From an optimization exercise on the open Yosys and OpenROAD flow, aimed at small area, a short achievable clock period and few clock cycles; shortcuts taken in it are not production practice.
Function was checked by simulation only, so behaviour that the tests miss may differ from the original.
Power is estimated from default activity; no workload was simulated.

// lcs_diff
module lcs_diff #(
    parameter N  = 16,
    parameter TW = 8
) (
    input  wire              clk,
    input  wire              rst,
    input  wire              cmd_valid,
    output wire              cmd_ready,
    input  wire [4:0]        a_len,
    input  wire [4:0]        b_len,
    input  wire [N*TW-1:0]   a_toks,
    input  wire [N*TW-1:0]   b_toks,
    output wire              out_valid,
    input  wire              out_ready,
    output wire [1:0]        out_op,
    output wire [3:0]        out_idx,
    output wire [4:0]        out_len
);
    localparam OP_REM  = 2'd0;
    localparam OP_ADD  = 2'd1;
    localparam OP_KEEP = 2'd2;
    localparam OP_END  = 2'd3;
    localparam E_IDLE = 3'd0;
    localparam E_DP   = 3'd2;
    localparam E_TB   = 3'd3;
    localparam E_EMB  = 3'd4;
    localparam E_DONE = 3'd5;
    localparam E_POST = 3'd6;    
    localparam P_UP1  = 2'd0;
    localparam P_DOWN = 2'd1;
    localparam P_UP2  = 2'd2;
    integer q;
    function [15:0] smear_dn(input [15:0] x);
        reg [15:0] y;
        begin
            y = x;
            y = y | (y >> 1);
            y = y | (y >> 2);
            y = y | (y >> 4);
            y = y | (y >> 8);
            smear_dn = y;
        end
    endfunction
    function [15:0] smear_up(input [15:0] x);
        reg [15:0] y;
        begin
            y = x;
            y = y | (y << 1);
  ...
Size: ~440 flip-flops, about 280 I/O pins, about 27000 um^2 of cells after synthesis.
==> flow/config.mk <==
export PLATFORM = sky130hd
export DESIGN_NAME = lcs_diff
export DESIGN_NICKNAME = lcs_diff
export VERILOG_FILES = /design/flow/design.v
export SDC_FILE = /design/flow/constraint.sdc
export NUM_CORES = 4
export LEC_CHECK = 0
export ABC_AREA = 1
export CAP_MARGIN = 30
export CORE_MARGIN = 2
export CORE_UTILIZATION = 40
export SLEW_MARGIN = 40
==> flow/constraint.sdc <==
create_clock -name core_clock -period 11.0 [get_ports {clk}]
set_input_delay 2.2000 -clock core_clock [delete_from_list [all_inputs] [get_ports {clk}]]
set_output_delay 2.2000 -clock core_clock [all_outputs]
set_load 0.01 [all_outputs]
standard.sh (not shown) runs the stock make flow with config.mk's settings and CLKGATE_MAP_FILE= SYNTH_SCRIPT=/design/flow/synth_recipe.tcl, a recipe that flattens the netlist after the stock synthesis.
==> flow/flow/run.sh <==
#!/bin/bash
set -euo pipefail
bash standard.sh SETUP_SLACK_MARGIN=7.6 'BUFFER_PORTS_ARGS=-buffer_cell sky130_fd_sc_hd__buf_1' finish > make_finish.log 2>&1
Testbench counts at the start, summed over its fixed seeds: cycles 7,338.
Next try:
CTS_BUF_LIST = sky130_fd_sc_hd__clkbuf_4   (was not set)
What happened: The new run completed with no timing, DRC or antenna violations; design area fell by 1.5%; die area is unchanged; cell count rose by 2.0%; worst setup slack got worse by 190 ps; via count rose by 1.5%.
Next try:
==> flow/flow/run.sh (replaced) <==
#!/bin/bash
set -euo pipefail
bash standard.sh SETUP_SLACK_MARGIN=7.7 'BUFFER_PORTS_ARGS=-buffer_cell sky130_fd_sc_hd__buf_1' finish > make_finish.log 2>&1
CTS_BUF_LIST = sky130_fd_sc_hd__clkbuf_8   (was sky130_fd_sc_hd__clkbuf_4)
Outcome:
- routed wire length is higher slightly
- via count barely changes
- synthesized cell count stays the same
- total power is higher by a few percent
- non-clock buffer count is higher by 45
- worst setup slack improves by 220 ps
- cell count is lower slightly
Next try:
==> flow/flow/run.sh (replaced) <==
#!/bin/bash
set -euo pipefail
bash standard.sh SETUP_SLACK_MARGIN=7.6 'BUFFER_PORTS_ARGS=-buffer_cell sky130_fd_sc_hd__buf_1' finish > make_finish.log 2>&1
CORE_UTILIZATION = 50   (was 40)
The changed run passed the timing, DRC and antenna checks.
Global-route usage came out higher by 5.9 points.
Clock power came out lower by about 7%.
Setup slack loses 29 ps.
Wire length came out lower by 2.7%.
Via count came out lower by 1.2%.
Total power came out lower by 4.4%.
Synthesized area is unchanged.
Hold slack is about the same.
Core utilization came out higher by 11 points.
Cell count came out lower by 4.5%.
Final area came out lower by 3.6%.
Next try:
CORE_UTILIZATION = 40   (was 50)
What happened: Wire length is higher by 1.3%. Combinational power rises by about 5%. Synthesized cell count does not change. First-iteration DRC count is lower by 12%. Global-route usage is lower by 6.4 points. Setup slack improved by 50 ps. Non-clock buffer count grows by 21. Sequential power barely changes.

Another version of the RTL of lcs_diff (not shown whole).
Size: about 4000 cells after synthesis, about 0.028 mm2 of cells after synthesis.
Settings: LEC_CHECK=0, ABC_AREA=1, CAP_MARGIN=30, CORE_MARGIN=2, CORE_UTILIZATION=40, SLEW_MARGIN=40; clock period 11.0 ns.
==> flow/flow/run.sh <==
#!/bin/bash
set -euo pipefail
bash standard.sh SETUP_SLACK_MARGIN=7.6 'BUFFER_PORTS_ARGS=-buffer_cell sky130_fd_sc_hd__buf_1' finish > make_finish.log 2>&1
Testbench counts at the start, summed over its fixed seeds: cycles 7,338.
Next try:
==> flow/flow/run.sh (replaced) <==
#!/bin/bash
set -euo pipefail
bash standard.sh SETUP_SLACK_MARGIN=7.4 'BUFFER_PORTS_ARGS=-buffer_cell sky130_fd_sc_hd__buf_1' finish > make_finish.log 2>&1
CTS_BUF_LIST = sky130_fd_sc_hd__clkbuf_8   (was unset)
- routed wire length decreases by 3.1%
- final cell count is about the same
- clock power falls by about 9%
- core utilization is lower by 1.8 points
- combinational power fell by about 8%
Next try:
==> flow/flow/run.sh (replaced) <==
#!/bin/bash
set -euo pipefail
bash standard.sh SETUP_SLACK_MARGIN=7.8 'BUFFER_PORTS_ARGS=-buffer_cell sky130_fd_sc_hd__buf_1' finish > make_finish.log 2>&1
CTS_BUF_LIST = unset   (was sky130_fd_sc_hd__clkbuf_8)
=> Synthesized cell count is unchanged. Clock skew shrinks by 33 ps. Wire length grows by 9.4%. Register-to-register slack gains 130 ps. Critical path depth shrinks by 19. Total power grows by 16%. Count of clock-buffer cells in the layout shrinks by 20. Hold slack stays flat. Utilization grows by 7.0 points.

== run A ==
lcs_diff, a different RTL version from the one above (not shown whole).
Size: roughly 4200 cells after synthesis, ~500 flip-flops, about 280 I/O pins.
export LEC_CHECK = 0
export ABC_AREA = 1
export CAP_MARGIN = 30
export CORE_MARGIN = 2
export CORE_UTILIZATION = 40
export SLEW_MARGIN = 40
create_clock -name core_clock -period 11.0 [get_ports {clk}]
==> flow/flow/run.sh <==
#!/bin/bash
set -euo pipefail
bash standard.sh SETUP_SLACK_MARGIN=7 'BUFFER_PORTS_ARGS=-buffer_cell sky130_fd_sc_hd__buf_1' finish > make_finish.log 2>&1
Run A reached the final stage; the timing, DRC and antenna checks on its layout passed.
Testbench counts of run A, summed over its fixed seeds: cycles 7,338.
[inputs] run B vs run A
Settings: CORE_UTILIZATION: 40 -> 55; ABC_AREA: 1 -> unset.
### Flow results
The met2 capacity usage during global routing in run B was higher than what run A gave. Run A -> run B: buffer count excluding the clock tree in the final layout increased by more than a quarter. Via count: run B better than run A. The run with more routed wire is run B, not run A. Diff run A -> run B | standard cell core area | decrease of 28%. Across both runs, clock period minus worst slack was higher for run B than for run A.
Here is what was changed in the inputs of run C compared with run B.
Settings: CTS_BUF_LIST now sky130_fd_sc_hd__clkbuf_4 sky130_fd_sc_hd__clkbuf_8, previously not set; CORE_UTILIZATION now 40, was 55.
==> summary.txt <==
- A critical path's slowest cell of sky130_fd_sc_hd__a2111oi_0 is what run C shows, while sky130_fd_sc_hd__dfxtp_1 belongs to run B.
- Going from run B to run C, power of the sequential group saw little to no change; fraction of area in registers saw a decrease.
- In the metrics for run B and run C, the one carrying the higher height of the die is run C.
- Diff run B -> run C: layout overhead on the synthesized area saw an increase, total power saw a decrease, minimum setup slack in the final design saw a decrease, final design utilization saw a decrease.
- Run C vs run B — average wire length per cell after detail routing dropped 8.8%.
diff inputs: run C => run D
Settings: removing CTS_BUF_LIST (formerly sky130_fd_sc_hd__clkbuf_4 sky130_fd_sc_hd__clkbuf_8).
### Flow results
Run D completed; timing, DRC and antenna clean
Run D against run C: share of total power consumed by net switching lower; total routing resource utilization after global routing lower; slew at the pin closest to its max-slew limit higher.
Input-level comparison between run E and run D:
Settings: putting ABC_AREA at 1 where nothing was set.
==> flow/flow/run.sh <==
#!/bin/bash
set -euo pipefail
bash standard.sh SETUP_SLACK_MARGIN=7.8 'BUFFER_PORTS_ARGS=-buffer_cell sky130_fd_sc_hd__buf_1' finish > make_finish.log 2>&1
Sort run D and run E by switching power as a share of total power desc -> top: run E. The standard cells in run E occupy more silicon area than those in run D do. On area growth from synthesis to layout, the higher figure sits with run E, not run D. Compared with run D, run E shows minimum clock period lower by 230 ps. In run E, final wirelength is higher than in run D. Run E — antenna diode count 2 higher, run D as reference. Taking run D as the reference point, the total CTS buffers of run E rises by 3. Global routing usage on met2: run E > run D. Taking run D as the reference point, the power of run E rises by 19%.
What run F does differently from run E at the input level:
==> flow/flow/run.sh <==
#!/bin/bash
set -euo pipefail
bash standard.sh SETUP_SLACK_MARGIN=7.4 'BUFFER_PORTS_ARGS=-buffer_cell sky130_fd_sc_hd__buf_1' finish > make_finish.log 2>&1
### Flow results
- Run F went all the way through synthesis, placement and routing and the layout is clean on timing, DRC and antenna.
- Diff run E -> run F: half-perimeter wire length after placement decreased by 0.34% relative to the old numbers; hold slack went up by 16 ps; core utilization fell by 3.6 points.

run a:
Another version of the RTL of lcs_diff (not shown whole).
For scale: roughly 0.028 mm2 of cells after synthesis.
clock: 11.0 ns
lec_check: 0
abc_area: 1
cap_margin: 30
core_margin: 2
core_utilization: 40
slew_margin: 40
==> flow/flow/run.sh <==
#!/bin/bash
set -euo pipefail
bash standard.sh SETUP_SLACK_MARGIN=7.8 'BUFFER_PORTS_ARGS=-buffer_cell sky130_fd_sc_hd__buf_1' finish > make_finish.log 2>&1
Run a closes out successfully: all stages finished, all timing, DRC and antenna checks passed.
Testbench counts of run a, summed over its fixed seeds: cycles 7,338.
Modified inputs, run b compared to run a
Settings: CTS_BUF_LIST: unset -> sky130_fd_sc_hd__clkbuf_8.
==> flow/flow/run.sh <==
#!/bin/bash
set -euo pipefail
bash standard.sh SETUP_SLACK_MARGIN=7.4 'BUFFER_PORTS_ARGS=-buffer_cell sky130_fd_sc_hd__buf_1' finish > make_finish.log 2>&1
[summary]
The post-route worst hold slack was comparable across run a and run b. Run a -> run b: total via count in the routed design decreased by a few percent. Summary — number of antenna violations at the first check in global routing, run b relative to run a: higher, by 2. In run b, number of gates resized after cts is lower than in run a. Each of the runs, namely run a and run b, reached the end of the flow and came out clean.

==> afterwards: timing with drivers on the ports <==
The flow's constraints put no driver on any port. The routed layouts listed below were extracted and timed again, unchanged, in two steps.
Step 1 (the two cells are an assumption about what drives the block):
set clk [get_ports {clk}]
set_driving_cell -lib_cell sky130_fd_sc_hd__clkbuf_16 $clk
set_driving_cell -lib_cell sky130_fd_sc_hd__buf_2 [delete_from_list [all_inputs] $clk]
Step 2 adds t to the input delays and takes it off the output delays; t is the mean of the earliest and latest rising clock arrival at the registers after step 1. Input paths then give back, and output paths get back, about the clock's delay inside the block.
Three values: no drivers, after step 1, after step 2; two values: the first two.
run | shift t [ns] | slack for setup (ns) | hold slack, ns | slew at the worst register clock pin (ns) | worst data-port slew with drivers (ns)
the first run of note 1 | 0.661 | 7.564 / 7.559 / 6.898 | 0.328 / 0.328 / 0.328 | 0.07 / 0.07 | 0.11
the second run of note 1 | 0.950 | 7.370 / 7.311 / 6.764 | 0.327 / 0.327 / 0.327 | 0.08 / 0.08 | 0.11
the third run of note 1 | 0.720 | 7.587 / 7.549 / 7.011 | 0.328 / 0.328 / 0.328 | 0.07 / 0.07 | 0.12
the fourth run of note 1 | 0.725 | 7.558 / 7.558 / 6.961 | 0.326 / 0.326 / 0.326 | 0.07 / 0.07 | 0.12
the fifth run of note 1 | 0.722 | 7.608 / 7.555 / 6.926 | 0.329 / 0.329 / 0.329 | 0.07 / 0.07 | 0.12
the first run of note 2 | 0.669 | 7.535 / 7.472 / 6.964 | 0.325 / 0.325 / 0.325 | 0.07 / 0.07 | 0.10
the second run of note 2 | 0.750 | 7.458 / 7.414 / 6.764 | 0.324 / 0.324 / 0.324 | 0.08 / 0.08 | 0.12
the third run of note 2 | 0.673 | 7.471 / 7.410 / 7.054 | 0.326 / 0.326 / 0.326 | 0.07 / 0.07 | 0.08
run A of note 3 | 0.683 | 7.096 / 7.107 / 6.425 | 0.328 / 0.328 / 0.328 | 0.07 / 0.07 | 0.13
run B of note 3 | 0.682 | 6.996 / 6.996 / 6.383 | 0.328 / 0.328 / 0.328 | 0.07 / 0.07 | 0.12
run C of note 3 | 0.747 | 6.988 / 6.988 / 6.460 | 0.328 / 0.328 / 0.328 | 0.07 / 0.07 | 0.12
run D of note 3 | 0.674 | 6.963 / 6.963 / 6.499 | 0.326 / 0.326 / 0.326 | 0.07 / 0.07 | 0.12
run E of note 3 | 0.695 | 7.196 / 7.127 / 7.122 | 0.327 / 0.327 / 0.327 | 0.07 / 0.07 | 0.14
run F of note 3 | 0.692 | 7.198 / 7.130 / 6.942 | 0.344 / 0.344 / 0.344 | 0.07 / 0.07 | 0.13
run a of note 4 | 0.677 | 7.495 / 7.427 / 7.111 | 0.326 / 0.326 / 0.326 | 0.07 / 0.07 | 0.09
run b of note 4 | 0.758 | 7.242 / 7.177 / 6.726 | 0.327 / 0.327 / 0.327 | 0.07 / 0.07 | 0.11
After both steps setup and hold are still met in every run listed. The setup slack of the second run of note 2, which loses most, moves by -0.044 ns with the drivers and by -0.694 ns with both steps.
